Background: an optimization exercise with open tools, aiming at small area, a short achievable clock period and few clock cycles per item. Do not read the settings as production practice. Where RTL was checked, it was by simulation tests only, not by an equivalence proof against the original. Only the layout flow was run in run 1; the RTL was not checked for function there. Power figures rest on the tool's default switching activity, not on a simulated workload.

==> flow/run.sh <==
#!/bin/bash
# The standard layout, with one change: the buffers that ORFS puts on
# every input and output port are buf_4 cells instead of the slow delay
# buffer buffer_ports picks by default. Everything else is standard.sh.
set -euo pipefail
export BUFFER_PORTS_ARGS="-buffer_cell sky130_fd_sc_hd__buf_4"
bash standard.sh > standard.log 2>&1
==> standard.sh <==
#!/bin/bash
# synth_recipe.tcl (not shown) runs the flow's synth.tcl, then flattens the netlist and writes it again
# the make line also repeats each setting of config.mk as NAME=value (left out here)
make -C /OpenROAD-flow-scripts/flow DESIGN_CONFIG=/design/flow/config.mk WORK_HOME=/design/flow/orfs CLKGATE_MAP_FILE= SYNTH_SCRIPT=/design/flow/synth_recipe.tcl "${@:-finish}"
==> config.mk <==
export PLATFORM = sky130hd
export DESIGN_NAME = rc_rx
export DESIGN_NICKNAME = rc_rx
export VERILOG_FILES = /design/flow/design.v
export SDC_FILE = /design/flow/constraint.sdc
export NUM_CORES = 4
export LEC_CHECK = 0
export CAP_MARGIN = 20
export CORE_MARGIN = 2
export CORE_UTILIZATION = 60
export SLEW_MARGIN = 20
==> constraint.sdc <==
create_clock -name core_clock -period 20.0 [get_ports {clk}]
set_input_delay 4.0000 -clock core_clock [delete_from_list [all_inputs] [get_ports {clk}]]
set_output_delay 4.0000 -clock core_clock [all_outputs]
set_load 0.01 [all_outputs]
==> design.v <==
module rc_proto_table (
    input  wire [2:0] proto,        
    output reg  [7:0] sync_count,   
    output reg  [7:0] zero_high,
    output reg  [7:0] zero_low,
    output reg  [7:0] one_high,
    output reg  [7:0] one_low,
    output reg        inverted
);
    always @(*) begin
        case (proto)
            3'd1:    begin sync_count = 8'd31; zero_high = 8'd1; zero_low = 8'd3;  one_high = 8'd3; one_low = 8'd1; inverted = 1'b0; end
            3'd2:    begin sync_count = 8'd10; zero_high = 8'd1; zero_low = 8'd2;  one_high = 8'd2; one_low = 8'd1; inverted = 1'b0; end
            3'd3:    begin sync_count = 8'd71; zero_high = 8'd4; zero_low = 8'd11; one_high = 8'd9; one_low = 8'd6; inverted = 1'b0; end
            3'd4:    begin sync_count = 8'd6;  zero_high = 8'd1; zero_low = 8'd3;  one_high = 8'd3; one_low = 8'd1; inverted = 1'b0; end
            3'd5:    begin sync_count = 8'd14; zero_high = 8'd1; zero_low = 8'd2;  one_high = 8'd2; one_low = 8'd1; inverted = 1'b0; end
            default: begin sync_count = 8'd23; zero_high = 8'd1; zero_low = 8'd2;  one_high = 8'd2; one_low = 8'd1; inverted = 1'b1; end
        endcase
    end
endmodule
module rc_div40 (
    input  wire [6:0] r,
    input  wire [2:0] nib,
    input  wire [8:0] s1,        
    input  wire [8:0] s2,        
    input  wire [8:0] s3,        
    output wire [2:0] q,
    output wire [6:0] r_out
);
    function [8:0] step4;        
        input [8:0] t;
        input [8:0] s1, s2, s3;
        reg   [9:0] a, b, c;
        begin
            a = {1'b0, t} - {1'b0, s1};
            b = {1'b0, t} - {1'b0, s2};
            c = {1'b0, t} - {1'b0, s3};
            if (!c[9])      step4 = {2'd3, c[6:0]};
            else if (!b[9]) step4 = {2'd2, b[6:0]};
            else if (!a[9]) step4 = {2'd1, a[6:0]};
            else            step4 = {2'd0, t[6:0]};
        end
    endfunction
    wire [8:0] hi = step4({r, nib[2:1]}, s1, s2, s3);
    wire [7:0] t0 = {hi[6:0], nib[0]};
    wire [8:0] d0 = {1'b0, t0} - s1;
    assign q     = {hi[8:7], ~d0[8]};
    assign r_out = d0[8] ? t0[6:0] : d0[6:0];
endmodule
module rc_rx (
    input  wire        clk,
    input  wire        rst,
    input  wire        ev_valid,
    output wire        ev_ready,
    input  wire [15:0] ev_dt,
    input  wire        ev_edge,
    input  wire [7:0]  cfg_tol,      
    input  wire        cfg_in_en,    
    input  wire        clr_valid,    
    output reg         res_valid,
    output reg  [31:0] res_value,
    output reg  [7:0]  res_len,
    output reg  [31:0] res_unit,
    output reg  [2:0]  res_proto
);
    localparam [1:0] DV_IDLE = 2'd0, DV_RUN = 2'd1, DV_TAIL = 2'd2, DV_DONE = 2'd3;
    localparam [1:0] SC_WAIT = 2'd0, SC_BND = 2'd1, SC_SCAN = 2'd2, SC_FAIL = 2'd3;
    integer i;
    reg         rdy;                
    reg         rdy_n;              
    reg         a_v, a_e;           
    reg         a_f;                
    reg         a_s;                
    reg  [1:0]  a_ph;               
    reg  [15:0] a_dt;
    reg  [7:0]  a_tol;
    reg         a_big;              
    reg         last_e;             
    reg         ser_c, ser_b;       
    reg         f_le, f_ge, f_z, f_o, f_gt, f_nz;    
    assign ev_ready = rdy;
    wire accept = ev_valid & ~rdy_n;
    reg  [31:0] eacc;               
    reg  [31:0] g;                  
    reg  [12:0] tbo [0:32];         
    reg  [12:0] tbe [0:32];         
    reg  [6:0]  cnt;
    reg         rep;
    reg  [7:0]  t_cur;              
    reg  [9:0]  t_x3;               
    reg         rs;                 
    wire in_big = ev_dt > 16'd4300;
    wire in_e   = ev_edge & cfg_in_en;
    wire slow   = ~in_e | ~last_e | (rep & (cnt >= 7'd7) & in_big);
    reg  [1:0]  dv_st;
    reg  [2:0]  dp;
    reg  [8:0]  ds1, ds2, ds3;      
    reg         dv_fresh;           
    reg  [3:0]  dv_j;               
    reg  [2:0]  nib;
    reg  [6:0]  dv_r;
    reg  [29:0] dv_u;
    reg  [9:0]  tm_lo, tm_hi;       
    reg         dq_v;
    reg  [6:0]  tra;                
    reg  [6:0]  trb;
    reg  [20:0] tq;                 
    reg  [2:0]  tqb;
    reg  [1:0]  sc_st;
    reg  [2:0]  bk;
    reg  [3:0]  kk;
    reg  [22:0] kv;                 
    reg  [2:0]  sp;
    reg  [5:0]  ia, ib;             
    reg  [6:0]  need;               
    reg         fv;                 
    reg  [12:0] x_r, y_r;
    reg  [31:0] scode;
    reg  [29:0] u_cur;
    reg  [20:0] tol_cur;
    reg  [1:0]  tol_c;
    reg  [14:0] zh_lo, zl_lo, oh_lo, ol_lo;
    reg  [13:0] zh_hi, zl_hi, oh_hi, ol_hi;
    wire [31:0] d_eff   = a_f ? eacc : {16'd0, a_dt};
    wire        edge_v  = a_v & a_e;
    wire [17:0] sf      = {2'b00, a_dt} - {1'b0, g[16:0]};
    wire        m_fast  = ~|g[31:17] & ((sf <= 18'd200) | (sf >= 18'h3FF38));
    wire [8:0]  ssum    = {1'b0, eacc[7:0]} + {1'b0, a_dt[7:0]} + {8'd0, ser_c};
    wire [7:0]  sgb     = g[{a_ph, 3'b000} +: 8];
    wire [8:0]  sdif    = {1'b0, ssum[7:0]} - {1'b0, sgb} - {8'd0, ser_b};
    wire        f_gap   = f_nz | f_gt;
    wire        f_match = ser_b ? (f_o & f_ge) : (f_z & f_le);
    wire        sc_avail = need <= cnt;
    wire        sc_done  = (sc_st == SC_FAIL) | ((sc_st == SC_SCAN) & ~fv & ~sc_avail);
    wire        t_ok     = (a_tol == t_cur) & ~rs;
    wire        s_ser    = a_v & a_s;
    wire        ser_last = s_ser & (a_ph == 2'd3);
    wire        act_ok   = ~a_s;
    wire        e_gap    = a_f ? f_gap : a_big;
    wire        e_match  = a_f ? f_match : m_fast;
    wire        dec_big  = edge_v & act_ok & e_gap & e_match & rep & (cnt > 7'd7);
    wire        stall    = (s_ser & ~(~a_e & ser_last)) | (dec_big & ~(t_ok & sc_done));
    wire        consume  = a_v & ~stall;
    wire        publish  = dec_big & ~stall & (sc_st == SC_SCAN);
    wire        act_edge = edge_v & ~stall;
    wire        new_frame = act_edge & (e_gap | (cnt >= 7'd67) | (cnt == 7'd0));
    wire        wr_slot  = edge_v & act_ok & ~e_gap & (cnt < 7'd67) & (cnt != 7'd0);
    wire        t_new    = edge_v & (a_tol != t_cur);
    wire       take     = (sc_st == SC_WAIT) & (dv_st == DV_DONE) & ~rs;
    wire       dv_first = (dv_st == DV_DONE);
    wire       dv_step  = (dv_st == DV_RUN) | (take & (dp != 3'd6));
    wire [7:0] p_sync, p_zh, p_zl, p_oh, p_ol;
    wire       p_inv;
    rc_proto_table u_tab_scan (
        .proto      (sp),
        .sync_count (p_sync),
        .zero_high  (p_zh),
        .zero_low   (p_zl),
        .one_high   (p_oh),
        .one_low    (p_ol),
        .inverted   (p_inv)
    );
    wire [32:0] g33 = {1'b0, g};
    reg [3:0] g_top;
    always @(*) begin
        g_top = 4'd0;
        for (i = 1; i < 11; i = i + 1)
            if (g33[3*i +: 3] != 3'd0) g_top = i[3:0];
    end
    function [2:0] gdig;
        input [32:0] v;
        input [3:0]  j;
        begin
            gdig = v[3*j +: 3];
        end
    endfunction
    wire [2:0] dq_new;
    wire [6:0] dr_new;
    rc_div40 u_step (
        .r     (dv_fresh ? 7'd0 : dv_r),
        .nib   (nib),
        .s1    (ds1),
        .s2    (ds2),
        .s3    (ds3),
        .q     (dq_new),
        .r_out (dr_new)
    );
    function [9:0] tmul2;            
        input [1:0] q;
        input [7:0] t;
        input [9:0] t3;
        begin
            case (q)
                2'd0:    tmul2 = 10'd0;
                2'd1:    tmul2 = {2'b00, t};
                2'd2:    tmul2 = {1'b0, t, 1'b0};
                default: tmul2 = t3;
            endcase
        end
    endfunction
    function [26:0] smul;
        input [2:0] p;
        begin
            case (p)
                3'd1:    smul = {9'd93,  9'd62,  9'd31};
                3'd2:    smul = {9'd30,  9'd20,  9'd10};
                3'd3:    smul = {9'd213, 9'd142, 9'd71};
                3'd4:    smul = {9'd18,  9'd12,  9'd6};
                3'd5:    smul = {9'd42,  9'd28,  9'd14};
                default: smul = {9'd69,  9'd46,  9'd23};
            endcase
        end
    endfunction
    wire [11:0] tn = {2'b00, tra, 3'b000} + {2'b00, trb, 3'b000} +
                     {2'b00, tm_lo} + {2'b00, tm_hi};
    reg  [5:0]  tq2;
    reg  [6:0]  trr;
    always @(*) begin
        case (tn[11:7])
            5'd0: begin tq2 = 6'd0; trr = 7'd0; end
            5'd1: begin tq2 = 6'd1; trr = 7'd28; end
            5'd2: begin tq2 = 6'd2; trr = 7'd56; end
            5'd3: begin tq2 = 6'd3; trr = 7'd84; end
            5'd4: begin tq2 = 6'd5; trr = 7'd12; end
            5'd5: begin tq2 = 6'd6; trr = 7'd40; end
            5'd6: begin tq2 = 6'd7; trr = 7'd68; end
            5'd7: begin tq2 = 6'd8; trr = 7'd96; end
            5'd8: begin tq2 = 6'd10; trr = 7'd24; end
            5'd9: begin tq2 = 6'd11; trr = 7'd52; end
            5'd10: begin tq2 = 6'd12; trr = 7'd80; end
            5'd11: begin tq2 = 6'd14; trr = 7'd8; end
            5'd12: begin tq2 = 6'd15; trr = 7'd36; end
            5'd13: begin tq2 = 6'd16; trr = 7'd64; end
            5'd14: begin tq2 = 6'd17; trr = 7'd92; end
            5'd15: begin tq2 = 6'd19; trr = 7'd20; end
            5'd16: begin tq2 = 6'd20; trr = 7'd48; end
            5'd17: begin tq2 = 6'd21; trr = 7'd76; end
            5'd18: begin tq2 = 6'd23; trr = 7'd4; end
            5'd19: begin tq2 = 6'd24; trr = 7'd32; end
            5'd20: begin tq2 = 6'd25; trr = 7'd60; end
            5'd21: begin tq2 = 6'd26; trr = 7'd88; end
            5'd22: begin tq2 = 6'd28; trr = 7'd16; end
            5'd23: begin tq2 = 6'd29; trr = 7'd44; end
            5'd24: begin tq2 = 6'd30; trr = 7'd72; end
            5'd25: begin tq2 = 6'd32; trr = 7'd0; end
            5'd26: begin tq2 = 6'd33; trr = 7'd28; end
            5'd27: begin tq2 = 6'd34; trr = 7'd56; end
            5'd28: begin tq2 = 6'd35; trr = 7'd84; end
            default: begin tq2 = 6'd0; trr = 7'd0; end
        endcase
    end
    wire        big  = |u_cur[29:19];
    wire [18:0] us   = u_cur[18:0];
    wire [22:0] k8   = kk[3] ? {1'b0, us, 3'b000} : kk[2] ? {2'b00, us, 2'b00} : 23'd0;
    wire [22:0] k2   = kk[1] ? {3'b000, us, 1'b0} : 23'd0;
    wire [22:0] k1   = kk[0] ? {4'b0000, us} : 23'd0;
    wire [22:0] kv_n = k8 + k2 + k1;
    wire [24:0] b_lo = {2'b00, kv} - {4'b0000, tol_cur} - {23'd0, tol_c};
    wire [24:0] b_hi = {2'b00, kv} + {4'b0000, tol_cur} + {23'd0, tol_c};
    reg  [3:0]  kb;
    always @(*) begin
        case (bk)
            3'd1:    kb = p_zh[3:0];
            3'd2:    kb = (sp == 3'd3) ? p_oh[3:0] : p_zl[3:0];
            3'd3:    kb = p_zl[3:0];
            default: kb = p_ol[3:0];
        endcase
    end
    wire        big_lo0 = ((kb == 4'd1) & (t_cur >= 8'd100)) | ((kb == 4'd2) & (t_cur >= 8'd200));
    wire [14:0] n_lo = big ? {big_lo0, ~big_lo0, 13'd0} :
                       {b_lo[24], ~b_lo[24] & (|b_lo[23:13]), b_lo[12:0]};
    wire [13:0] n_hi = {big | (|b_hi[24:13]), b_hi[12:0]};
    wire        bnd_last = (sp == 3'd3) ? (bk == 3'd4) : (bk == 3'd2);
    wire [3:0]  kk_n = (bk == 3'd1) ? ((sp == 3'd3) ? p_zl[3:0] : p_oh[3:0]) : p_ol[3:0];
    wire        inv  = (sp == 3'd6);
    wire [12:0] rd_o = tbo[ia];
    wire [12:0] rd_e = tbe[ib];
    function in_rng;
        input [12:0] x;
        input [14:0] lo;
        input [13:0] hi;
        begin
            in_rng = (lo[14] | (~lo[13] & (x >= lo[12:0]))) & (hi[13] | (x <= hi[12:0]));
        end
    endfunction
    wire x_zero  = in_rng(x_r, zh_lo, zh_hi);
    wire x_one   = in_rng(x_r, oh_lo, oh_hi);
    wire is_zero = x_zero & in_rng(y_r, zl_lo, zl_hi);
    wire is_one  = x_one & in_rng(y_r, ol_lo, ol_hi);
    wire x_fail  = (sp == 3'd3) & (bk >= 3'd3) & fv & ~(x_zero | x_one);
    wire sc_fetch = ~rs & (((sc_st == SC_BND) & ~fv) | (sc_st == SC_SCAN)) & sc_avail;
    wire sc_check = ~rs & (sc_st == SC_SCAN) & fv;
    wire sc_take  = ~rs & take;
    wire sc_bnd   = ~rs & (sc_st == SC_BND);
    always @(posedge clk) begin
        if (rst) begin
            rdy       <= 1'b1;
            rdy_n     <= 1'b0;
            a_v       <= 1'b0;
            last_e    <= 1'b1;
            eacc      <= 32'd0;
            g         <= 32'd0;
            cnt       <= 7'd0;
            rep       <= 1'b0;
            t_cur     <= 8'd0;
            t_x3      <= 10'd0;
            rs        <= 1'b1;
            dv_st     <= DV_IDLE;
            dp        <= 3'd1;
            sc_st     <= SC_WAIT;
            sp        <= 3'd1;
            fv        <= 1'b0;
        end else begin
            if (accept)
                a_v <= 1'b1;
            else if (consume)
                a_v <= 1'b0;
            if (accept)
                last_e <= in_e;
            rdy   <= ~(accept & slow) & ~(a_v & stall);
            rdy_n <= (accept & slow) | (a_v & stall);
            if (s_ser)
                eacc <= {ssum[7:0], eacc[31:8]};
            if (act_edge)
                eacc <= 32'd0;
            if (wr_slot)
                cnt <= cnt + 7'd1;
            rs <= 1'b0;
            if (t_new) begin
                t_cur <= a_tol;
                t_x3  <= {2'b00, a_tol} + {1'b0, a_tol, 1'b0};
                rs    <= 1'b1;
            end
            if (new_frame) begin
                g   <= d_eff;
                cnt <= 7'd1;
                rs  <= 1'b1;
                rep <= e_gap & e_match & ~rep;
            end
            if (rs) begin
                dv_st <= DV_RUN;
                dp    <= 3'd1;
            end else begin
                case (dv_st)
                    DV_RUN:  if (dv_j == 4'd0) dv_st <= DV_TAIL;
                    DV_TAIL: dv_st <= DV_DONE;
                    DV_DONE: begin
                        if (take) begin
                            if (dp == 3'd6) begin
                                dv_st <= DV_IDLE;
                            end else begin
                                dp    <= dp + 3'd1;
                                dv_st <= (dv_j == 4'd0) ? DV_TAIL : DV_RUN;
                            end
                        end
                    end
                    default: ;
                endcase
            end
            if (rs) begin
                sc_st <= SC_WAIT;
                sp    <= 3'd1;
                fv    <= 1'b0;
            end else begin
                if (sc_take)
                    fv <= 1'b0;
                else if (sc_fetch)
                    fv <= 1'b1;
                else if (sc_check)
                    fv <= 1'b0;
                case (sc_st)
                    SC_WAIT: if (take) sc_st <= SC_BND;
                    SC_BND: begin
                        if (x_fail) begin
                            sp    <= sp + 3'd1;
                            sc_st <= SC_WAIT;
                        end else if (bnd_last) begin
                            sc_st <= SC_SCAN;
                        end
                    end
                    SC_SCAN: begin
                        if (fv & ~(is_zero | is_one)) begin
                            if (sp == 3'd6) begin
                                sc_st <= SC_FAIL;
                            end else begin
                                sp    <= sp + 3'd1;
                                sc_st <= SC_WAIT;
                            end
                        end
                    end
                    default: ;
                endcase
            end
        end
    end
    wire res_ld  = rst | clr_valid | publish;
    wire res_set = publish & ~rst;
    always @(posedge clk) begin
        if (res_ld) begin
            res_valid <= res_set;
            res_value <= {32{res_set}} & scode;
            res_len   <= {8{res_set}} & {2'b00, cnt[6:1] - ((cnt[0]) ? 6'd0 : 6'd1)};
            res_unit  <= {32{res_set}} & {2'b00, u_cur};
            res_proto <= {3{res_set}} & sp;
        end
    end
    always @(posedge clk) begin
        if (~rdy_n) begin
            a_e   <= in_e;
            a_f   <= ~last_e;
            a_s   <= ~in_e | ~last_e;
            a_ph  <= 2'd0;
            a_dt  <= ev_dt;
            a_tol <= cfg_tol;
            a_big <= in_big;
            ser_c <= 1'b0;
            ser_b <= 1'b0;
        end else if (s_ser) begin
            a_ph  <= a_ph + 2'd1;
            a_dt  <= {8'd0, a_dt[15:8]};
            ser_c <= ssum[8];
            ser_b <= sdif[8];
            if (a_ph == 2'd3)
                a_s <= 1'b0;
            case (a_ph)
                2'd0: begin
                    f_le <= sdif[7:0] <= 8'd200;
                    f_ge <= sdif[7:0] >= 8'd56;
                    f_gt <= ssum[7:0] > 8'hCC;
                    f_z  <= 1'b1;
                    f_o  <= 1'b1;
                    f_nz <= 1'b0;
                end
                2'd1: begin
                    f_gt <= (ssum[7:0] > 8'h10) | ((ssum[7:0] == 8'h10) & f_gt);
                    f_z  <= sdif[7:0] == 8'h00;
                    f_o  <= sdif[7:0] == 8'hFF;
                end
                default: begin
                    f_nz <= f_nz | (ssum[7:0] != 8'h00);
                    f_z  <= f_z & (sdif[7:0] == 8'h00);
                    f_o  <= f_o & (sdif[7:0] == 8'hFF);
                end
            endcase
        end
        if (wr_slot) begin
            if (cnt[0])
                tbo[cnt[6:1]] <= d_eff[12:0];
            else
                tbe[cnt[6:1] - 6'd1] <= d_eff[12:0];
        end
        if (dv_step | (dv_st == DV_TAIL))
            dv_r <= dr_new;
        tm_lo <= tmul2(dq_new[1:0], t_cur, t_x3);
        tm_hi <= dq_new[2] ? {t_cur, 2'b00} : 10'd0;
        if (rs) begin
            {ds3, ds2, ds1} <= smul(3'd1);
            dv_fresh <= 1'b1;
            dv_j  <= g_top;
            nib   <= gdig(g33, g_top);
            dv_u  <= 30'd0;
            dq_v  <= 1'b0;
            tra   <= 7'd0;
            trb   <= 7'd0;
            tq    <= 21'd0;
            tqb   <= 3'd0;
        end else begin
            if (dq_v) begin
                tra <= trr;
                trb <= tn[6:0];
                tq  <= {tq[17:0] + {12'd0, tqb, 3'b000}, tq2[2:0]};
                tqb <= tq2[5:3];
            end
            if (dv_step) begin
                dv_u  <= {dv_first ? 27'd0 : dv_u[26:0], dq_new};
                dv_fresh <= 1'b0;
                dv_j  <= dv_j - 4'd1;
                nib   <= gdig(g33, dv_j - 4'd1);
                dq_v  <= 1'b1;
                if (dv_j == 4'd0) begin
                    {ds3, ds2, ds1} <= smul(dp + 3'd1);
                    dv_fresh <= 1'b1;
                    dv_j  <= g_top;
                    nib   <= gdig(g33, g_top);
                end
            end else begin
                dq_v  <= 1'b0;
            end
            if (dv_first & dv_step) begin
                tra   <= 7'd0;
                trb   <= 7'd0;
                tq    <= 21'd0;
                tqb   <= 3'd0;
            end
            if ((dv_st == DV_TAIL) & (dv_j != 4'd0) & ({6'd0, nib} < ds1)) begin
                dv_fresh <= 1'b0;
                dv_j  <= dv_j - 4'd1;
                nib   <= gdig(g33, dv_j - 4'd1);
            end
        end
        if (sc_take) begin
            u_cur   <= dv_u;
            tol_cur <= tq + {15'd0, tqb, 3'b000};
            tol_c   <= (({1'b0, tra} + {1'b0, trb}) >= 8'd200) ? 2'd2 :
                       (({1'b0, tra} + {1'b0, trb}) >= 8'd100) ? 2'd1 : 2'd0;
            scode   <= 32'd0;
            ia      <= p_inv ? 6'd1 : 6'd0;
            ib      <= 6'd0;
            need    <= p_inv ? 7'd4 : 7'd3;
            kv      <= (sp == 3'd3) ? {2'b00, dv_u[18:0], 2'b00} : {4'b0000, dv_u[18:0]};
            bk      <= 3'd1;
            kk      <= (sp == 3'd3) ? p_oh[3:0] : p_zl[3:0];
        end
        if (sc_bnd) begin
            kv <= kv_n;
            kk <= kk_n;
            bk <= bk + 3'd1;
            case (bk)
                3'd1: begin
                    zh_lo <= n_lo;  zh_hi <= n_hi;
                    if (sp != 3'd3) begin ol_lo <= n_lo; ol_hi <= n_hi; end
                end
                3'd2: begin
                    oh_lo <= n_lo;  oh_hi <= n_hi;
                    if (sp != 3'd3) begin zl_lo <= n_lo; zl_hi <= n_hi; end
                end
                3'd3: begin zl_lo <= n_lo; zl_hi <= n_hi; end
                3'd4: begin ol_lo <= n_lo; ol_hi <= n_hi; end
                default: ;
            endcase
        end
        if (sc_fetch) begin
            x_r  <= inv ? rd_e : rd_o;
            y_r  <= inv ? rd_o : rd_e;
            ia   <= ia + 6'd1;
            ib   <= ib + 6'd1;
            need <= need + 7'd2;
        end
        if (sc_check)
            scode <= {scode[30:0], ~is_zero};
    end
endmodule
==> key figures, run 1 <==
Outcome
  • Status: finished clean

Logic synthesis
  • Ys async rst share: 0
  • Post-synth EDFFs: 1254
  • Dominant cells by area after synthesis: edfxtp_1, mux4_2, dfxtp_1
  • Post-synth top area share: 0.543
  • #FFs+latches synth: 1469
  • Mean post-synth cell area: 14.0 sq um
  • Synth unique cells: 95
  • Seq/Total Area, Yosys: 0.605
  • Post-Syn Area: 69400 sq um
  • Mapped Cells: 4950
  • Synth warn: 3
  • Post-synth top flop: edfxtp_1
  • Area leader, netlist: edfxtp_1

GRT
  • First-pass GRT wire length: 250000 um
  • Vias in the first global route: 40318
  • GRT Total Usage: 0.282
  • Initial antenna violation count: 5
  • Largest net degree at the start of global routing: 73
  • Grt total ovfl: 0

Floorplan
  • Initial Util: 0.606
  • Die area: 118000 sq um
  • IO Pins: 107
  • Die Width: 344 um
  • Core box area: 115000 sq um
  • Chip height: 344 um
  • Cell Rows: 124

Drt
  • Via count: 41512
  • Post-route ant nets: 0
  • Drt pass-1 iters: 5
  • Vias per inst: 6.17
  • DRT iter0 DRCs: 4025
  • Routed Wire Length: 165000 um
  • Routed wire per std cell: 24.5 um
  • Drc violations: 0

Pwr
  • Leak: 28.6 nW
  • Clock power frac: 0.386
  • Combinational power share: 0.117
  • Switch Pwr: 1.75 mW
  • Switching share of power: 0.249
  • VDD IR-drop max: 0.0000768 V
  • Pint: 5.29 mW
  • Sequential fraction of design power: 0.497
  • Pwr/cell area: 91.5 nW/um^2

Cells and area
  • Most frequent cells in the layout: edfxtp_1, inv_1, ha_1
  • Post-Route Utilization: 0.672
  • Share of layout cells above drive strength 1: 0.156
  • Post-layout instance area: 76900 sq um
  • Area added between synthesis and finish: 10.9%
  • Most common cell after layout, fill and taps aside: edfxtp_1
  • Final nets: 5503

Critical path
  • Worst EP required: 20510 ps
  • RR Startpoint: dv_fresh
  • R2r worst-path depth: 17
  • WP data arrival: 6540 ps
  • Flop-to-flop setup slack: 14510 ps
  • Critical Path Fanout Max: 72
  • Critical Path Start: rst
  • Worst Setup End Kind: flop
  • Reg2Reg Capture Point: dv_r[4]
  • Crit path to: res_value[24]
  • Critical path class: in -> reg
  • Startpoint class of the critical path: primary input

STA
  • Final period util: 0.302
  • RSZ-0062 raised after global routing: false
  • Sum Neg Setup Slack: 0 ps
  • Final hold slack: 433 ps
  • Fin crit period: 6030 ps
  • Hold Fails Final Rpt: 0
  • Max-slew violations: 0
  • Max Clk Rate: 0.166 GHz
  • Final setup violation count: 0
  • Slew headroom: 0.232
  • Clock skew: 28.3 ps
  • Slew @ Worst Pin: 1150 ps

Place
  • Post-DP HPWL: 111000 um
  • IO Port Bufs: 102
  • Placer Congestion: 0.897
  • Post-DP Area: 72100 sq um

Hold path
  • Hold Path Origin: dv_u[29]
  • Hold Crit Class: reg -> reg
  • Worst Hold Path Cells: 0

Clocking
  • Total CTS buffers: 148
  • Resized cells post-CTS: 0
  • Worst-path clk slew: 60 ps
  • Post-CTS setup buffer count: 0
  • Clock Latency Late Sink: 770 ps
  • CTS tree: done
  • Clock buffer depth: 3
  • Hold_buf cts: 0
  • Root Buffer: clkbuf_16
  • CTS H-Tree Depth: 4
  • TritonCTS Sinks: 1469

Flow run
  • Max Cap Viol: 0
## synthesized netlist by cell type, drive strengths merged, types with 46 or more instances
| cell type | n |
|---|---|
| a21o | 58 |
| a21oi | 223 |
| and2 | 94 |
| and3 | 54 |
| buf | 66 |
| clkbuf | 138 |
| dfxtp | 215 |
| edfxtp | 1254 |
| ha | 326 |
| inv | 334 |
| mux2i | 185 |
| mux4 | 277 |
| nand2 | 291 |
| nand3 | 108 |
| nor2 | 345 |
| nor2b | 62 |
| nor3 | 86 |
| o21ai | 142 |
| xnor2 | 98 |
| xor2 | 46 |
## critical path, cell delays in order
cell	delay, ps
buf_4	550
clkinv_1	920
o211a_2	380
buf_4	300
and2_1	290
## sequential cells by signal, summed over array words and instances, names as in the netlist, 21 cells and up, named ones only
register	cells
kv	23
g	32
scode	32
tol_cur	21
eacc	32
u_cur	30
tbo	429
res_value	32
tbe	429
dv_u	30
res_unit	30
## power groups by stage
stage / registers [mW] / logic [mW] / clock network (mW)
2_1_floorplan: 3.53 / 0.594 / 0
3_3_place_gp: 3.56 / 0.808 / 0
3_5_place_dp: 3.56 / 0.818 / 0
4_1_cts: 3.50 / 0.822 / 2.76
5_1_grt: 3.51 / 0.909 / 2.87
6_report: 3.50 / 0.826 / 2.71
## routing by layer
layer | global-route usage | vias to the layer above | wire, um
met3 | 0.0511 | 236 | 13300
met4 | 0.0706 | 6 | 3420
met2 | 0.428 | 1463 | 75400
li1 | - | 19008 | -
met1 | 0.426 | 20799 | 72900
met5 | 0 | - | 40
## area by class of cell
cell class | instances | area [sq um]
clock buffer | 187 | 4000
clock inverter | 79 | 761
inverter | 336 | 1260
timing repair buffer | 203 | 1520
tap | 1512 | 1890
fill | 8170 | 37600
multi-input combinational | 2944 | 25500
sequential | 1469 | 42000
antenna | 1 | 2.50
## worst min path at each step
stage                      endpoint
final                     u_cur[29]
after detailed placement  u_cur[29]
after global placement    u_cur[28]
after CTS                 u_cur[29]
after global routing      u_cur[29]
after floorplan           u_cur[27]
## stage by stage
step	setup WS (ps)	std cells	total power, mW
after floorplan	9190	4953	4.13
after global placement	13250	6464	4.37
after detailed placement	13260	6464	4.38
after CTS	14070	6730	7.08
after global routing	13810	6730	7.29
final	13970	6731	7.04
## logic make-up after synthesis
group | share of synthesized area
DFF | 0.605
xor gates and xnor gates | 0.0182
buffers and inverters | 0.0300
adders and majority gates | 0.0718
other | 0.0000540
and+or+nand+nor | 0.0817
AOI/OAI and AO/OA | 0.0707
muxes | 0.123
==> inputs of run 2 (changes only) <==
--- a/design.v
+++ b/design.v
@@ -89,6 +89,7 @@
     reg  [7:0]  t_cur;              
     reg  [9:0]  t_x3;               
     reg         rs;                 
+    reg         rst_q;              
     wire in_big = ev_dt > 16'd4300;
     wire in_e   = ev_edge & cfg_in_en;
     wire slow   = ~in_e | ~last_e | (rep & (cnt >= 7'd7) & in_big);
@@ -100,7 +101,7 @@
     reg  [2:0]  nib;
     reg  [6:0]  dv_r;
     reg  [29:0] dv_u;
-    reg  [9:0]  tm_lo, tm_hi;       
+    reg  [2:0]  dq;                 
     reg         dq_v;
     reg  [6:0]  tra;                
     reg  [6:0]  trb;
@@ -211,6 +212,8 @@
             endcase
         end
     endfunction
+    wire [9:0]  tm_lo = tmul2(dq[1:0], t_cur, t_x3);
+    wire [9:0]  tm_hi = dq[2] ? {t_cur, 2'b00} : 10'd0;
     wire [11:0] tn = {2'b00, tra, 3'b000} + {2'b00, trb, 3'b000} +
                      {2'b00, tm_lo} + {2'b00, tm_hi};
     reg  [5:0]  tq2;
@@ -293,10 +296,20 @@
     wire sc_take  = ~rs & take;
     wire sc_bnd   = ~rs & (sc_st == SC_BND);
     always @(posedge clk) begin
+        rst_q <= rst;
         if (rst) begin
-            rdy       <= 1'b1;
-            rdy_n     <= 1'b0;
+            rdy       <= 1'b0;
+            rdy_n     <= 1'b1;
             a_v       <= 1'b0;
+        end else begin
+            if (accept)
+                a_v <= 1'b1;
+            else if (consume)
+                a_v <= 1'b0;
+            rdy   <= ~(accept & slow) & ~(a_v & stall);
+            rdy_n <= (accept & slow) | (a_v & stall);
+        end
+        if (rst_q) begin
             last_e    <= 1'b1;
             eacc      <= 32'd0;
             g         <= 32'd0;
@@ -312,13 +325,7 @@
             fv        <= 1'b0;
         end else begin
             if (accept)
-                a_v <= 1'b1;
-            else if (consume)
-                a_v <= 1'b0;
-            if (accept)
                 last_e <= in_e;
-            rdy   <= ~(accept & slow) & ~(a_v & stall);
-            rdy_n <= (accept & slow) | (a_v & stall);
             if (s_ser)
                 eacc <= {ssum[7:0], eacc[31:8]};
             if (act_edge)
@@ -393,8 +400,8 @@
             end
         end
     end
-    wire res_ld  = rst | clr_valid | publish;
-    wire res_set = publish & ~rst;
+    wire res_ld  = rst_q | clr_valid | publish;
+    wire res_set = publish & ~rst_q;
     always @(posedge clk) begin
         if (res_ld) begin
             res_valid <= res_set;
@@ -451,8 +458,7 @@
         end
         if (dv_step | (dv_st == DV_TAIL))
             dv_r <= dr_new;
-        tm_lo <= tmul2(dq_new[1:0], t_cur, t_x3);
-        tm_hi <= dq_new[2] ? {t_cur, 2'b00} : 10'd0;
+        dq    <= dq_new;
         if (rs) begin
             {ds3, ds2, ds1} <= smul(3'd1);
             dv_fresh <= 1'b1;
--- a/config.mk
+++ b/config.mk
@@ -7,5 +7,7 @@
 export LEC_CHECK = 0
 export CAP_MARGIN = 20
 export CORE_MARGIN = 2
-export CORE_UTILIZATION = 60
+export CORE_UTILIZATION = 40
+export CTS_CLUSTER_DIAMETER = 60
+export CTS_CLUSTER_SIZE = 30
 export SLEW_MARGIN = 20
==> key figures, run 2 <==
Outcome
  • Status: finished clean

Logic synthesis
  • Synth warn: 3 (unchanged)
  • Synth Area in Simple Gates: 0.0816 (-0.000146)
  • Post-Syn Area: 69100 sq um (-0.35%)
  • Mean post-synth cell area: 13.7 sq um (-2.0%)
  • Synth cell count leaders: edfxtp_1, inv_1, nor2_1
  • Dominant cells by area after synthesis: edfxtp_1, mux4_2, ha_1
  • Post-synthesis mux area share: 0.115 (-0.00760)
  • Mapped Cells: 5035 (+1.7%)
  • Seq/Total Area, Yosys: 0.603 (-0.00192)
  • Count leader, synth: edfxtp_1
  • Post-synth EDFFs: 1254 (unchanged)
  • Post-synth top flop: edfxtp_1
  • Synth unique cells: 85 (-11%)
  • Ys async rst share: 0 (unchanged)
  • Area leader, netlist: edfxtp_1
  • #FFs+latches synth: 1455 (-0.95%)
  • Largest family of logic cells by synthesized area: multiplexers
  • Adder-cell share of the synthesized area: 0.0722 (+0.000398)
  • Post-Synth XOR/XNOR Area: 0.0181 (-0.0000625)
  • Compound-Gate Fraction of Synth Area: 0.0747 (+0.00396)
  • Post-synth top area share: 0.545 (+0.00192)

GRT
  • Vias in the first global route: 40871 (+1.4%)
  • Largest net degree at the start of global routing: 73 (unchanged)
  • GRT Total Usage: 0.191 (-0.0909)
  • Grt total ovfl: 0 (unchanged)
  • First-pass GRT wire length: 256000 um (+2.4%)
  • Initial antenna violation count: 6 (+1)

STA
  • Max-slew violations: 0 (unchanged)
  • Slew @ Worst Pin: 1150 ps (-0.334 ps)
  • Final period util: 0.286 (-0.0156)
  • Sum Neg Setup Slack: 0 ps (unchanged)
  • Fin crit period: 5720 ps (-313 ps)
  • Max Clk Rate: 0.175 GHz (+5.5%)
  • RSZ-0062 raised after global routing: false
  • Clock skew: 56.4 ps (+28.1 ps)
  • Hold Fails Final Rpt: 0 (unchanged)
  • Slew headroom: 0.227 (-0.00551)
  • Final setup violation count: 0 (unchanged)

Drt
  • Drt pass-1 iters: 6 (+1)
  • Via count: 41491 (-0.051%)
  • Post-route ant nets: 0 (unchanged)
  • DRT iter0 DRCs: 3897 (-3.2%)
  • Routed wire per std cell: 22.4 um (-8.6%)
  • Routed Wire Length: 169000 um (+2.6%)
  • Vias per inst: 5.49 (-11%)
  • Drc violations: 0 (unchanged)

Pwr
  • Total power: 6.44 mW (-8.6%)
  • VDD IR-drop max: 0.0000742 V (-3.4%)
  • Pwr/cell area: 83.6 nW/um^2 (-8.6%)
  • Clock power frac: 0.374 (-0.012)
  • Combinational power share: 0.095 (-0.022)
  • Switching share of power: 0.261 (+0.0114)
  • Pint: 4.76 mW (-9.9%)
  • Leak: 28.0 nW (-2.1%)
  • Switch Pwr: 1.68 mW (-4.4%)
  • Sequential fraction of design power: 0.530 (+0.033)

Flow run
  • Max Cap Viol: 0 (unchanged)

Cells and area
  • Most frequent cells in the layout: edfxtp_1, inv_1, ha_1
  • Final nets: 5552 (+0.89%)
  • Fill cells: 15206 (+86%)
  • Post-Route Utilization: 0.448 (-0.224)
  • Footprint of the multi-input gates: 25200 sq um (-1.2%)
  • Finished Layout Cells: 7557 (+12%)
  • Area added between synthesis and finish: 11.4%
  • Share of layout cells above drive strength 1: 0.167 (+0.0108)
  • Most common cell after layout, fill and taps aside: edfxtp_1
  • Area occupied by registers: 41700 sq um (-0.66%)

Clocking
  • TritonCTS Sinks: 1455 (-0.95%)
  • Worst-path clk slew: 90 ps (+30 ps)
  • Post-CTS setup buffer count: 0 (unchanged)
  • Clock buffer depth: 3 (unchanged)
  • Root Buffer: clkbuf_16
  • Total CTS buffers: 107 (-28%)
  • CTS H-Tree Depth: 3 (-1)
  • Clock Latency Late Sink: 770 ps (about the same)
  • CTS tree: done
  • Resized cells post-CTS: 0 (unchanged)
  • Hold_buf cts: 0 (unchanged)

Critical path
  • Crit path depth: 1 (-4)
  • Critical Path Fanout Max: 2 (-97%)
  • Ordered list of cells on the worst path: buf_4
  • Crit path to: res_value[2]
  • Reg2Reg Capture Point: res_unit[17]
  • CP max stage cell: edfxtp_1
  • Worst EP required: 16000 ps (-4510 ps)
  • WP data arrival: 1720 ps (-4820 ps)
  • Startpoint class of the critical path: flop
  • RR Startpoint: g[6]
  • Critical Path Start: res_value[2]
  • Worst Setup End Kind: primary output
  • Flop-to-flop setup slack: 14700 ps (+190 ps)
  • Critical path class: reg -> out
  • CP delay by family, top: flip-flops
  • R2r worst-path depth: 13 (-4)
  • Critical path's largest stage delay: 710 ps (-210 ps)
  • WP buf/inv: 1 (-2)

Floorplan
  • Die Width: 420 um (+22%)
  • Chip height: 420 um (+22%)
  • Die area: 176000 sq um (+49%)
  • Initial Util: 0.403 (-0.203)
  • Core box area: 172000 sq um (+50%)
  • IO Pins: 107 (unchanged)
  • Cell Rows: 152 (+23%)

Place
  • Placed Instances: 7351 (+14%)
  • IO Port Bufs: 102 (unchanged)
  • Post-DP HPWL: 115000 um (+4.0%)
  • Placer Congestion: 0.897 (about the same)

Hold path
  • Hold Crit Class: reg -> reg
==> run 2: cell types whose count changed in the layout (fill, tap and decap cells not counted), moves of 28 or more <==
cell	delta
mux2i_1	-69
clkbuf_16	-45
inv_1	+91
a21oi_1	+58
nor3_1	+46
o21ai_0	+28
and2_1	-75
nor2_2	+57
clkinv_1	-28
==> run 2: kinds of logic (layout without fill, tap and decap cells) <==
logic type,after synthesis,in the layout
multiplexers,439,439
adder cells (fa/ha/maj),372,372
flip-flops,1455,1455
AO/OA/AOI/OAI,816,816
XOR/XNOR,143,143
AND/OR/NAND/NOR,1176,1176
other,1,6
buffers and inverters,633,840
==> run 2: final cells by class <==
class | count | share of cell area
Multi-Input combinational cell | 2950 | 0.327
Clock inverter | 92 | 0.0164
Sequential cell | 1455 | 0.542
Tap cell | 2310 | 0.0375
Clock buffer | 111 | 0.0350
Inverter | 426 | 0.0208
Antenna cell | 2 | 0.0000650
Timing Repair Buffer | 211 | 0.0212
==> run 2: power groups by stage <==
stage | clock network, mW | registers (mW) | logic [mW]
final | 2.41 | 3.41 | 0.614
after global routing | 2.56 | 3.42 | 0.680
after CTS | 2.46 | 3.41 | 0.614
after detailed placement | 0 | 3.48 | 0.611
after global placement | 0 | 3.48 | 0.599
after floorplan | 0 | 3.45 | 0.448
==> run 2: per-layer routing <==
layer,GRT usage,vias up,share of wire
li1,-,19117,-
met1,0.274,21015,0.45
met2,0.304,1139,0.47
met3,0.0218,220,0.053
met4,0.0621,0,0.030
met5,0,-,0
==> run 2: how the worst min path moves through the flow <==
stage,start,to,slack [ps],cells past startpoint
floorplan,dv_u[27],u_cur[27],410,0
global route,dv_u[27],u_cur[27],450,0
detailed placement,dv_u[29],u_cur[29],420,0
CTS,dv_u[29],u_cur[29],440,0
finish,dv_u[29],u_cur[29],440,0
global placement,dv_u[29],u_cur[29],420,0
==> run 2: stage by stage <==
step | area, sq um | setup slack (ps) | hold WS, ps
4_1_cts | 76900 | 14160 | 442
2_1_floorplan | 69100 | 11480 | 408
3_5_place_dp | 73000 | 14020 | 419
5_1_grt | 77000 | 14240 | 451
3_3_place_gp | 72900 | 13920 | 417
6_report | 77000 | 14280 | 441
Testbench counts of run 2, summed over its fixed seeds: cycles 23,025, events 22,061.
==> inputs of run 3 (changes only) <==
--- a/config.mk
+++ b/config.mk
@@ -7,7 +7,7 @@
 export LEC_CHECK = 0
 export CAP_MARGIN = 20
 export CORE_MARGIN = 2
-export CORE_UTILIZATION = 40
+export CORE_UTILIZATION = 60
 export CTS_CLUSTER_DIAMETER = 60
 export CTS_CLUSTER_SIZE = 30
 export SLEW_MARGIN = 20
==> key figures, run 3 <==
Floorplan
  • Die area: 118000 sq um (-33%)
  • IO Pins: 107 (unchanged)
  • Chip height: 343 um (-18%)
  • Initial Util: 0.605 (+0.202)
  • Core box area: 114000 sq um (-33%)
  • Cell Rows: 124 (-18%)
  • Die Width: 343 um (-18%)

Cells and area
  • Share of layout cells above drive strength 1: 0.169 (+0.00228)
  • Area added between synthesis and finish: 10.5%
  • Most common cell after layout, fill and taps aside: edfxtp_1
  • Most frequent cells in the layout: edfxtp_1, inv_1, ha_1
  • Final nets: 5566 (+0.25%)
  • Post-Route Utilization: 0.668 (+0.220)

Outcome
  • Status: finished clean

Critical path
  • WP buf/inv: 1 (unchanged)
  • RR Startpoint: dq[0]
  • Worst Setup End Kind: primary output
  • Crit path depth: 1 (unchanged)
  • Startpoint class of the critical path: flop
  • Worst EP required: 16000 ps (about the same)
  • Ordered list of cells on the worst path: buf_4
  • R2r worst-path depth: 16 (+3)
  • Critical Path Start: res_proto[1]
  • Critical Path Fanout Max: 1 (-1)
  • CP max stage cell: edfxtp_1
  • Critical path's largest stage delay: 430 ps (-280 ps)
  • Critical path class: reg -> out
  • WP data arrival: 1330 ps (-390 ps)
  • CP delay by family, top: flip-flops

Logic synthesis
  • Area leader, netlist: edfxtp_1
  • Mean post-synth cell area: 13.7 sq um (unchanged)
  • Synth warn: 3 (unchanged)
  • Dominant cells by area after synthesis: edfxtp_1, mux4_2, ha_1
  • Post-synth EDFFs: 1254 (unchanged)
  • Count leader, synth: edfxtp_1
  • Post-synth top area share: 0.545 (unchanged)
  • Ys async rst share: 0 (unchanged)
  • Synth cell count leaders: edfxtp_1, inv_1, nor2_1
  • Post-Syn Area: 69100 sq um (unchanged)
  • Post-synth top flop: edfxtp_1
  • Mapped Cells: 5035 (unchanged)
  • Synth unique cells: 85 (unchanged)
  • #FFs+latches synth: 1455 (unchanged)
  • Seq/Total Area, Yosys: 0.603 (unchanged)

Drt
  • Post-route ant nets: 0 (unchanged)
  • Drc violations: 0 (unchanged)
  • DRT iter0 DRCs: 4466 (+15%)
  • Vias per inst: 6.13 (+12%)
  • Drt pass-1 iters: 5 (-1)
  • Via count: 41584 (+0.22%)
  • Routed wire per std cell: 24.0 um (+6.9%)
  • Routed Wire Length: 163000 um (-4.1%)

Clocking
  • Hold_buf cts: 0 (unchanged)
  • Resized cells post-CTS: 0 (unchanged)
  • CTS H-Tree Depth: 3 (unchanged)
  • Root Buffer: clkbuf_16
  • Clock buffer depth: 3 (unchanged)
  • Total CTS buffers: 116 (+8.4%)
  • Post-CTS setup buffer count: 0 (unchanged)
  • Worst-path clk slew: 90 ps (about the same)
  • Clock Latency Late Sink: 750 ps (-20 ps)
  • CTS tree: done
  • TritonCTS Sinks: 1455 (unchanged)

Place
  • Post-DP HPWL: 109000 um (-5.0%)
  • IO Port Bufs: 102 (unchanged)
  • Placer Congestion: 0.870 (-3.0%)
  • Pre-CTS setup slack: 14030 ps (+10.5 ps)

Hold path
  • Hold Crit Class: reg -> reg
  • Hold Path Origin: dv_u[27]
  • Worst Hold Path Cells: 0 (unchanged)

GRT
  • Initial antenna violation count: 7 (+1)
  • GRT Total Usage: 0.278 (+0.0871)
  • Grt total ovfl: 0 (unchanged)
  • Vias in the first global route: 40406 (-1.1%)
  • Largest net degree at the start of global routing: 74 (+1.4%)
  • First-pass GRT wire length: 247000 um (-3.6%)

Pwr
  • Leak: 28.2 nW (+0.74%)
  • Total power: 6.58 mW (+2.2%)
  • Pwr/cell area: 86.1 nW/um^2 (+3.0%)
  • VDD IR-drop max: 0.000107 V (+44%)

STA
  • Hold Fails Final Rpt: 0 (unchanged)
  • Final setup margin: 14670 ps (+389 ps)
  • Max Clk Rate: 0.188 GHz (+7.3%)
  • Max-slew violations: 0 (unchanged)
  • Fin crit period: 5330 ps (-389 ps)
  • Final setup violation count: 0 (unchanged)
  • RSZ-0062 raised after global routing: false
  • Sum Neg Setup Slack: 0 ps (unchanged)
  • Slew headroom: 0.252 (+0.0251)
  • Slew @ Worst Pin: 1120 ps (-29.0 ps)
  • Clock skew: 60.6 ps (+4.22 ps)
  • Final period util: 0.266 (-0.0194)

Flow run
  • Max Cap Viol: 0 (unchanged)
[run 3: cell counts after synthesis]
No cell type changed its count.
[run 3: logic make-up (layout without fill, tap and decap cells)]
group           Yosys count  count (layout)  share of synthesized area
compound gates          816             816                     0.0747
xor+xnor                143             143                     0.0181
fa+ha+maj               372             372                     0.0722
buf+inv                 633             864                     0.0354
flops                  1455            1455                      0.603
mux                     439             439                      0.115
other cells               1               5                  0.0000542
simple gates           1176            1176                     0.0816
[run 3: metal layers]
| layer | part of all wire | up-vias | track usage |
|---|---|---|---|
| li1 | - | 19198 | - |
| met5 | 0.000080 | - | 0 |
| met4 | 0.020 | 2 | 0.0644 |
| met1 | 0.45 | 20787 | 0.429 |
| met3 | 0.081 | 178 | 0.0503 |
| met2 | 0.45 | 1419 | 0.415 |
[run 3: metrics by stage]
| stage | hold slack [ps] | instance area [sq um] | instances |
|---|---|---|---|
| final | 434 | 76400 | 6782 |
| after global routing | 446 | 76400 | 6781 |
| after CTS | 437 | 76400 | 6780 |
| after detailed placement | 421 | 72000 | 6558 |
| after global placement | 412 | 72000 | 6558 |
| after floorplan | 408 | 69100 | 5038 |
[run 3: cell type report]
| type | instances | area (sq um) |
|---|---|---|
| sequential | 1455 | 41700 |
| fill | 8185 | 37900 |
| multi-input combinational | 2950 | 25200 |
| clock buffer | 126 | 3030 |
| tap | 1512 | 1890 |
| timing repair buffer | 216 | 1650 |
| inverter | 426 | 1600 |
| clock inverter | 96 | 1340 |
| antenna | 1 | 2.50 |
[run 3: worst paths after layout]
check,endpoint,slack (ps)
worst min-delay path,u_cur[27],430
worst max register to register,tra[2],14740
worst min register to register,u_cur[27],430
worst max-delay path,res_proto[1],14670
[run 3: report_power, final]
group,internal (mW),switching [mW]
Sequential,3.36,0.0568
Clock,1.24,1.30
Combinational,0.239,0.376
Total,4.84,1.74
[run 3: worst reg2reg max path, stage by stage (launching register included)]
cell      delay [ps]
dfxtp_1          580
nor2b_1          470
a22oi_1          190
fa_1             500
inv_1             50
fa_1             520
fa_1             480
a21o_1           180
a21oi_1          220
o21bai_1          90
a21oi_1          250
xor2_1           720
nor2_1           240
or3_1            400
a21oi_1          130
a21oi_1           50
a21oi_1          140
==> inputs of run 4 (changes only) <==
--- a/config.mk
+++ b/config.mk
@@ -8,6 +8,4 @@
 export CAP_MARGIN = 20
 export CORE_MARGIN = 2
 export CORE_UTILIZATION = 60
-export CTS_CLUSTER_DIAMETER = 60
-export CTS_CLUSTER_SIZE = 30
 export SLEW_MARGIN = 20
==> key figures, run 4 <==
Outcome
  • Status: finished clean

Drt
  • DRT iter0 DRCs: 4374 (-2.1%)
  • M1 wire length: 73500 um (+0.41%)
  • Routed Wire Length: 164000 um (+0.84%)
  • Vias per inst: 6.13 (about the same)
  • Routed wl met2: 73100 um (+0.31%)
  • Max Used Layer: met5
  • Drt pass-1 iters: 8 (+3)
  • Via count: 41921 (+0.81%)
  • Drc violations: 0 (unchanged)
  • Post-route ant nets: 0 (unchanged)
  • Routed wire per std cell: 24.0 um (about the same)
  • Routed length on met3: 13500 um (+2.5%)

STA
  • RSZ-0062 raised after global routing: false
  • Clock skew: 48.4 ps (-12.3 ps)
  • Final period util: 0.268 (+0.00124)
  • Final hold slack: 432 ps (-1.74 ps)
  • Final setup violation count: 0 (unchanged)
  • Max-slew violations: 0 (unchanged)
  • Fin crit period: 5350 ps (+24.8 ps)
  • Max Clk Rate: 0.187 GHz (-0.46%)
  • Slew @ Worst Pin: 1090 ps (-31.3 ps)
  • Sum Neg Setup Slack: 0 ps (unchanged)
  • Slew headroom: 0.273 (+0.0209)
  • Hold Fails Final Rpt: 0 (unchanged)

Cells and area
  • Most frequent cells in the layout: edfxtp_1, inv_1, ha_1
  • Area added between synthesis and finish: 11.2%
  • Fill cells: 8142 (-0.53%)
  • Share of layout cells above drive strength 1: 0.165 (-0.00419)
  • Final nets: 5602 (+0.65%)
  • Area occupied by registers: 41700 sq um (unchanged)
  • Footprint of the multi-input gates: 25200 sq um (unchanged)
  • Most common cell after layout, fill and taps aside: edfxtp_1
  • Antenna fix cells: 0 (-1)

Floorplan
  • Cell Rows: 124 (unchanged)
  • Chip height: 343 um (unchanged)
  • Core box area: 114000 sq um (unchanged)
  • Die Width: 343 um (unchanged)
  • IO Pins: 107 (unchanged)
  • Initial Util: 0.605 (unchanged)
  • Die area: 118000 sq um (unchanged)

Logic synthesis
  • Post-Synth XOR/XNOR Area: 0.0181 (unchanged)
  • Synth Area in Simple Gates: 0.0816 (unchanged)
  • Synth cell count leaders: edfxtp_1, inv_1, nor2_1
  • Adder-cell share of the synthesized area: 0.0722 (unchanged)
  • Seq/Total Area, Yosys: 0.603 (unchanged)
  • Post-Syn Area: 69100 sq um (unchanged)
  • Dominant cells by area after synthesis: edfxtp_1, mux4_2, ha_1
  • Post-synthesis mux area share: 0.115 (unchanged)
  • Count leader, synth: edfxtp_1
  • Post-synth top area share: 0.545 (unchanged)
  • Mean post-synth cell area: 13.7 sq um (unchanged)
  • Largest family of logic cells by synthesized area: multiplexers
  • #FFs+latches synth: 1455 (unchanged)
  • Ys async rst share: 0 (unchanged)
  • Area leader, netlist: edfxtp_1
  • Synth warn: 3 (unchanged)
  • Compound-Gate Fraction of Synth Area: 0.0747 (unchanged)
  • Post-synth EDFFs: 1254 (unchanged)
  • Synth unique cells: 85 (unchanged)
  • Post-synth top flop: edfxtp_1
  • Mapped Cells: 5035 (unchanged)

GRT
  • Largest net degree at the start of global routing: 74 (unchanged)
  • Grt total ovfl: 0 (unchanged)
  • Initial antenna violation count: 5 (-2)
  • GRT Total Usage: 0.281 (+0.00298)
  • First-pass GRT wire length: 248000 um (+0.65%)
  • Vias in the first global route: 40699 (+0.73%)

Clocking
  • CTS H-Tree Depth: 4 (+1)
  • Resized cells post-CTS: 0 (unchanged)
  • Clock buffer depth: 3 (unchanged)
  • Clock Latency Late Sink: 780 ps (+30 ps)
  • Total CTS buffers: 152 (+31%)
  • Hold_buf cts: 0 (unchanged)
  • Root Buffer: clkbuf_16
  • Post-CTS setup buffer count: 0 (unchanged)
  • CTS tree: done
  • TritonCTS Sinks: 1455 (unchanged)
  • Worst-path clk slew: 60 ps (-30 ps)

Pwr
  • Leak: 28.4 nW (+0.93%)
  • Pwr/cell area: 88.2 nW/um^2 (+2.5%)
  • VDD IR-drop max: 0.000102 V (-4.8%)

Place
  • Placer Congestion: 0.870 (unchanged)
  • Post-DP HPWL: 109000 um (unchanged)
  • IO Port Bufs: 102 (unchanged)

Critical path
  • CP delay by family, top: flip-flops
  • R2r worst-path depth: 16 (unchanged)
  • Critical path's largest stage delay: 420 ps (about the same)
  • Worst EP required: 16000 ps (about the same)
  • WP data arrival: 1350 ps (+20 ps)
  • Reg2Reg Capture Point: tra[2]
  • Flop-to-flop setup slack: 14730 ps (about the same)
  • Startpoint class of the critical path: flop
  • Ordered list of cells on the worst path: buf_4
  • Worst Setup End Kind: primary output
  • Critical Path Fanout Max: 1 (unchanged)
  • CP max stage cell: edfxtp_1
  • Critical Path Start: res_proto[1]
  • RR Startpoint: dq[0]
  • Critical path class: reg -> out
  • Crit path to: res_proto[1]
  • Crit path depth: 1 (unchanged)
  • WP buf/inv: 1 (unchanged)

Flow run
  • Max Cap Viol: 0 (unchanged)

Hold path
  • Hold Crit Class: reg -> reg
-- run 4: changes by cell type in the layout (fill, tap and decap cells not counted), moves of 6 or more --
cell,delta
clkinv_16,+6
clkbuf_1,+49
clkinv_8,-25
clkbuf_16,+37
clkinv_1,+24
clkinv_2,+20
inv_6,-12
inv_8,-13
inv_12,-23
-- run 4: cells by family after synthesis --
logic type / after synthesis
AO/OA/AOI/OAI: 816
XOR/XNOR: 143
adder cells (fa/ha/maj): 372
buffers and inverters: 633
flip-flops: 1455
multiplexers: 439
other: 1
AND/OR/NAND/NOR: 1176
-- run 4: layout make-up --
| cell class | count | share of cell area |
|---|---|---|
| flip-flops and latches | 1455 | 0.542 |
| clock inverters | 70 | 0.00948 |
| clock buffers | 213 | 0.0541 |
| well taps | 1512 | 0.0246 |
| multi-input cells | 2950 | 0.327 |
| inverters | 426 | 0.0208 |
| repair buffers | 216 | 0.0214 |
-- run 4: worst min-delay path by stage --
stage	start	cells past startpoint	to
after floorplan	dv_u[27]	0	u_cur[27]
after detailed placement	dv_u[28]	0	u_cur[28]
after global placement	dv_u[28]	0	u_cur[28]
after CTS	dv_u[28]	0	u_cur[28]
after global routing	dv_u[27]	0	u_cur[27]
final	dv_u[27]	0	u_cur[27]
-- run 4: metal layers --
metal | global-route usage | vias to the layer above
li1 | - | 19246
met1 | 0.429 | 20957
met2 | 0.416 | 1473
met3 | 0.0560 | 243
met4 | 0.0740 | 2
met5 | 0 | -
-- run 4: per-stage QoR --
stage / total power, mW / instances / utilization / worst slack, ps / cell area [sq um]
6_report: 6.78 / 6842 / 0.673 / 14650 / 76900
3_5_place_dp: 4.10 / 6558 / 0.630 / 14030 / 72000
5_1_grt: 7.02 / 6842 / 0.673 / 14260 / 76900
3_3_place_gp: 4.08 / 6558 / 0.629 / 13940 / 72000
2_1_floorplan: 3.90 / 5038 / - / 11480 / 69100
4_1_cts: 6.83 / 6841 / 0.672 / 14590 / 76900
-- run 4: where the power goes --
group	leakage [nW]	switching, mW	internal [mW]
sequential	13.3	0.0565	3.36
combinational	12.8	0.377	0.239
clock	2.37	1.19	1.56
==> inputs of run 5 (changes only) <==
--- a/config.mk
+++ b/config.mk
@@ -7,5 +7,5 @@
 export LEC_CHECK = 0
 export CAP_MARGIN = 20
 export CORE_MARGIN = 2
-export CORE_UTILIZATION = 60
+export CORE_UTILIZATION = 40
 export SLEW_MARGIN = 20
==> key figures, run 5 <==
Outcome
  • Status: finished clean

Cells and area
  • Antenna fix cells: 0 (unchanged)
  • Post-Route Utilization: 0.454 (-0.219)
  • Finished Layout Cells: 7616 (+11%)
  • Share of layout cells above drive strength 1: 0.169 (+0.00376)
  • Most frequent cells in the layout: edfxtp_1, inv_1, ha_1
  • Final nets: 5597 (-0.089%)
  • Most common cell after layout, fill and taps aside: edfxtp_1
  • Area added between synthesis and finish: 12.7%

Clocking
  • Clock Latency Late Sink: 790 ps (about the same)
  • Worst-path clk slew: 60 ps (about the same)
  • CTS H-Tree Depth: 4 (unchanged)
  • TritonCTS Sinks: 1455 (unchanged)
  • CTS tree: done
  • Hold_buf cts: 0 (unchanged)
  • Post-CTS setup buffer count: 0 (unchanged)
  • Resized cells post-CTS: 0 (unchanged)
  • Root Buffer: clkbuf_16
  • Total CTS buffers: 152 (unchanged)
  • Clock buffer depth: 3 (unchanged)

Critical path
  • Startpoint class of the critical path: flop
  • WP data arrival: 1700 ps (+350 ps)
  • Critical path class: reg -> out
  • Worst Setup End Kind: primary output
  • WP buf/inv: 1 (unchanged)
  • CP delay by family, top: flip-flops
  • Ordered list of cells on the worst path: buf_4
  • CP max stage cell: edfxtp_1
  • Critical Path Fanout Max: 1 (unchanged)
  • Worst EP required: 16000 ps (about the same)
  • Critical path's largest stage delay: 710 ps (+290 ps)

Floorplan
  • Core box area: 172000 sq um (+50%)
  • Chip height: 420 um (+22%)
  • Cell Rows: 152 (+23%)
  • Initial Util: 0.403 (-0.202)
  • Die area: 176000 sq um (+49%)
  • Die Width: 420 um (+22%)
  • IO Pins: 107 (unchanged)

STA
  • Clock skew: 36.4 ps (-11.9 ps)
  • Max Clk Rate: 0.175 GHz (-6.1%)
  • Final setup violation count: 0 (unchanged)
  • Slew headroom: 0.255 (-0.0179)
  • Slew @ Worst Pin: 1110 ps (+18.5 ps)
  • Hold Fails Final Rpt: 0 (unchanged)
  • Final hold slack: 431 ps (-1.74 ps)
  • Max-slew violations: 0 (unchanged)
  • Fin crit period: 5700 ps (+345 ps)
  • Final setup margin: 14300 ps (-345 ps)
  • Final period util: 0.285 (+0.0173)
  • Sum Neg Setup Slack: 0 ps (unchanged)
  • RSZ-0062 raised after global routing: false

Place
  • IO Port Bufs: 102 (unchanged)
  • Post-DP HPWL: 115000 um (+5.3%)
  • Pre-CTS setup slack: 14020 ps (-10.5 ps)
  • Placed Instances: 7351 (+12%)
  • Placer Congestion: 0.897 (+3.1%)

Flow run
  • Max Cap Viol: 0 (unchanged)

Logic synthesis
  • Synth unique cells: 85 (unchanged)
  • Mean post-synth cell area: 13.7 sq um (unchanged)
  • Area leader, netlist: edfxtp_1
  • Post-synth top area share: 0.545 (unchanged)
  • Seq/Total Area, Yosys: 0.603 (unchanged)
  • Mapped Cells: 5035 (unchanged)
  • Post-Syn Area: 69100 sq um (unchanged)
  • Post-synth EDFFs: 1254 (unchanged)
  • Ys async rst share: 0 (unchanged)
  • Count leader, synth: edfxtp_1
  • Dominant cells by area after synthesis: edfxtp_1, mux4_2, ha_1
  • Synth warn: 3 (unchanged)
  • Post-synth top flop: edfxtp_1
  • Synth cell count leaders: edfxtp_1, inv_1, nor2_1
  • #FFs+latches synth: 1455 (unchanged)

Drt
  • DRT iter0 DRCs: 3946 (-9.8%)
  • Post-route ant nets: 0 (unchanged)
  • Routed Wire Length: 171000 um (+4.1%)
  • Routed wire per std cell: 22.4 um (-6.5%)
  • Drt pass-1 iters: 6 (-2)
  • Via count: 41719 (-0.48%)
  • Drc violations: 0 (unchanged)
  • Vias per inst: 5.48 (-11%)

GRT
  • GR peak layer: met2
  • Largest net degree at the start of global routing: 73 (-1.4%)
  • Grt total ovfl: 0 (unchanged)
  • Grt met1 use: 0.274 (-0.155)
  • Vias in the first global route: 41445 (+1.8%)
  • Met3 Use GR: 0.0261 (-0.0299)
  • GRT Total Usage: 0.193 (-0.0875)
  • First-pass GRT wire length: 259000 um (+4.1%)
  • Grt met2 use: 0.305 (-0.111)
  • Initial antenna violation count: 5 (unchanged)

Pwr
  • Pwr/cell area: 87.9 nW/um^2 (-0.38%)
  • Leak: 28.5 nW (about the same)
  • VDD IR-drop max: 0.0000672 V (-34%)

Hold path
  • Hold Crit Class: reg -> reg
==> run 5: cell counts after synthesis <==
No cell type changed its count.
==> run 5: kinds of logic (layout without fill, tap and decap cells) <==
kind of cell    after synthesis  count (layout)  share of synthesized area
compound gates              816             816                     0.0747
xor+xnor                    143             143                     0.0181
fa+ha+maj                   372             372                     0.0722
buf+inv                     633             901                     0.0354
flops                      1455            1455                      0.603
mux                         439             439                      0.115
other cells                   1               4                  0.0000542
simple gates               1176            1176                     0.0816
==> run 5: through the flow <==
stage	cell area [sq um]	power (mW)
4_1_cts	77900	6.90
6_report	77900	6.85
5_1_grt	77900	7.09
3_3_place_gp	72900	4.08
2_1_floorplan	69100	3.90
3_5_place_dp	73000	4.10
==> run 5: power breakdown <==
part           switching [mW]  total, mW  leakage (nW)  internal (mW)
logic                   0.377      0.614          12.8          0.237
clock network            1.18       2.82          2.40           1.64
registers              0.0562       3.42          13.3           3.36
total                    1.61       6.85          28.5           5.24
==> run 5: worst register-to-register path, stage by stage, from the launching register on <==
cell      delay [ps]
dfxtp_1          590
nor2b_1          460
a22oi_1          190
fa_1             510
inv_1             50
fa_1             520
fa_1             480
a21o_1           180
a21oi_1          230
o21bai_1          90
a21oi_1          320
xor2_1           680
nor2_1           250
or3_1            400
a21oi_1          130
a21oi_1           70
a21oi_1          140
==> run 5: final cells by class <==
class	instances	area (sq um)
Inverter	426	1600
Sequential cell	1455	41700
Clock inverter	83	847
Multi-Input combinational cell	2950	25200
Timing Repair Buffer	211	1640
Tap cell	2310	2890
Fill cell	15140	93800
Clock buffer	181	4050
==> run 5: path summary, 6_finish.rpt <==
kind | start | end | cells past startpoint | slack [ps]
setup / recovery | res_value[2] | res_value[2] | 1 | 14300
hold / removal | dv_u[27] | u_cur[27] | 0 | 430
setup reg to reg | dq[0] | tra[2] | 16 | 14650
hold reg to reg | dv_u[27] | u_cur[27] | 0 | 430
==> run 5: per-layer routing <==
layer,up-vias,part of all wire
met5,-,0
met4,0,0.032
met3,231,0.055
met2,1191,0.47
met1,21081,0.44
li1,19216,-

-- afterwards: timing with drivers on the ports --
Ports are ideal in the flow. The routed layouts listed here were re-timed in OpenROAD.
Step 1 assumes that a clkbuf_16 drives the clock port and a buf_2 every other input.
Step 2 adds t to the input delays and takes it off the output delays; t is the mean of the earliest and latest rising clock arrival at the registers after step 1. Input paths then give back, and output paths get back, about the clock's delay inside the block.
Slacks: ideal ports / drivers / drivers and shift; pairs: ideal ports / drivers.
| run | shift t [ns] | setup slack, ns | hold slack, ns | worst data-port slew with drivers (ns) |
|---|---|---|---|---|
| run 1 | 0.829 | 13.969 / 14.020 / 13.191 | 0.433 / 0.433 / 0.433 | 0.06 |
| run 2 | 0.819 | 14.282 / 14.206 / 14.095 | 0.441 / 0.441 / 0.441 | 0.05 |
| run 3 | 0.783 | 14.671 / 14.598 / 14.070 | 0.434 / 0.434 / 0.434 | 0.05 |
| run 4 | 0.830 | 14.646 / 14.571 / 14.061 | 0.432 / 0.432 / 0.432 | 0.05 |
| run 5 | 0.845 | 14.301 / 14.228 / 14.073 | 0.431 / 0.431 / 0.431 | 0.05 |
After both steps every run listed still meets setup and hold. For run 1, which loses most, drivers alone change the setup slack by +0.051 ns; drivers and shift together by -0.778 ns.
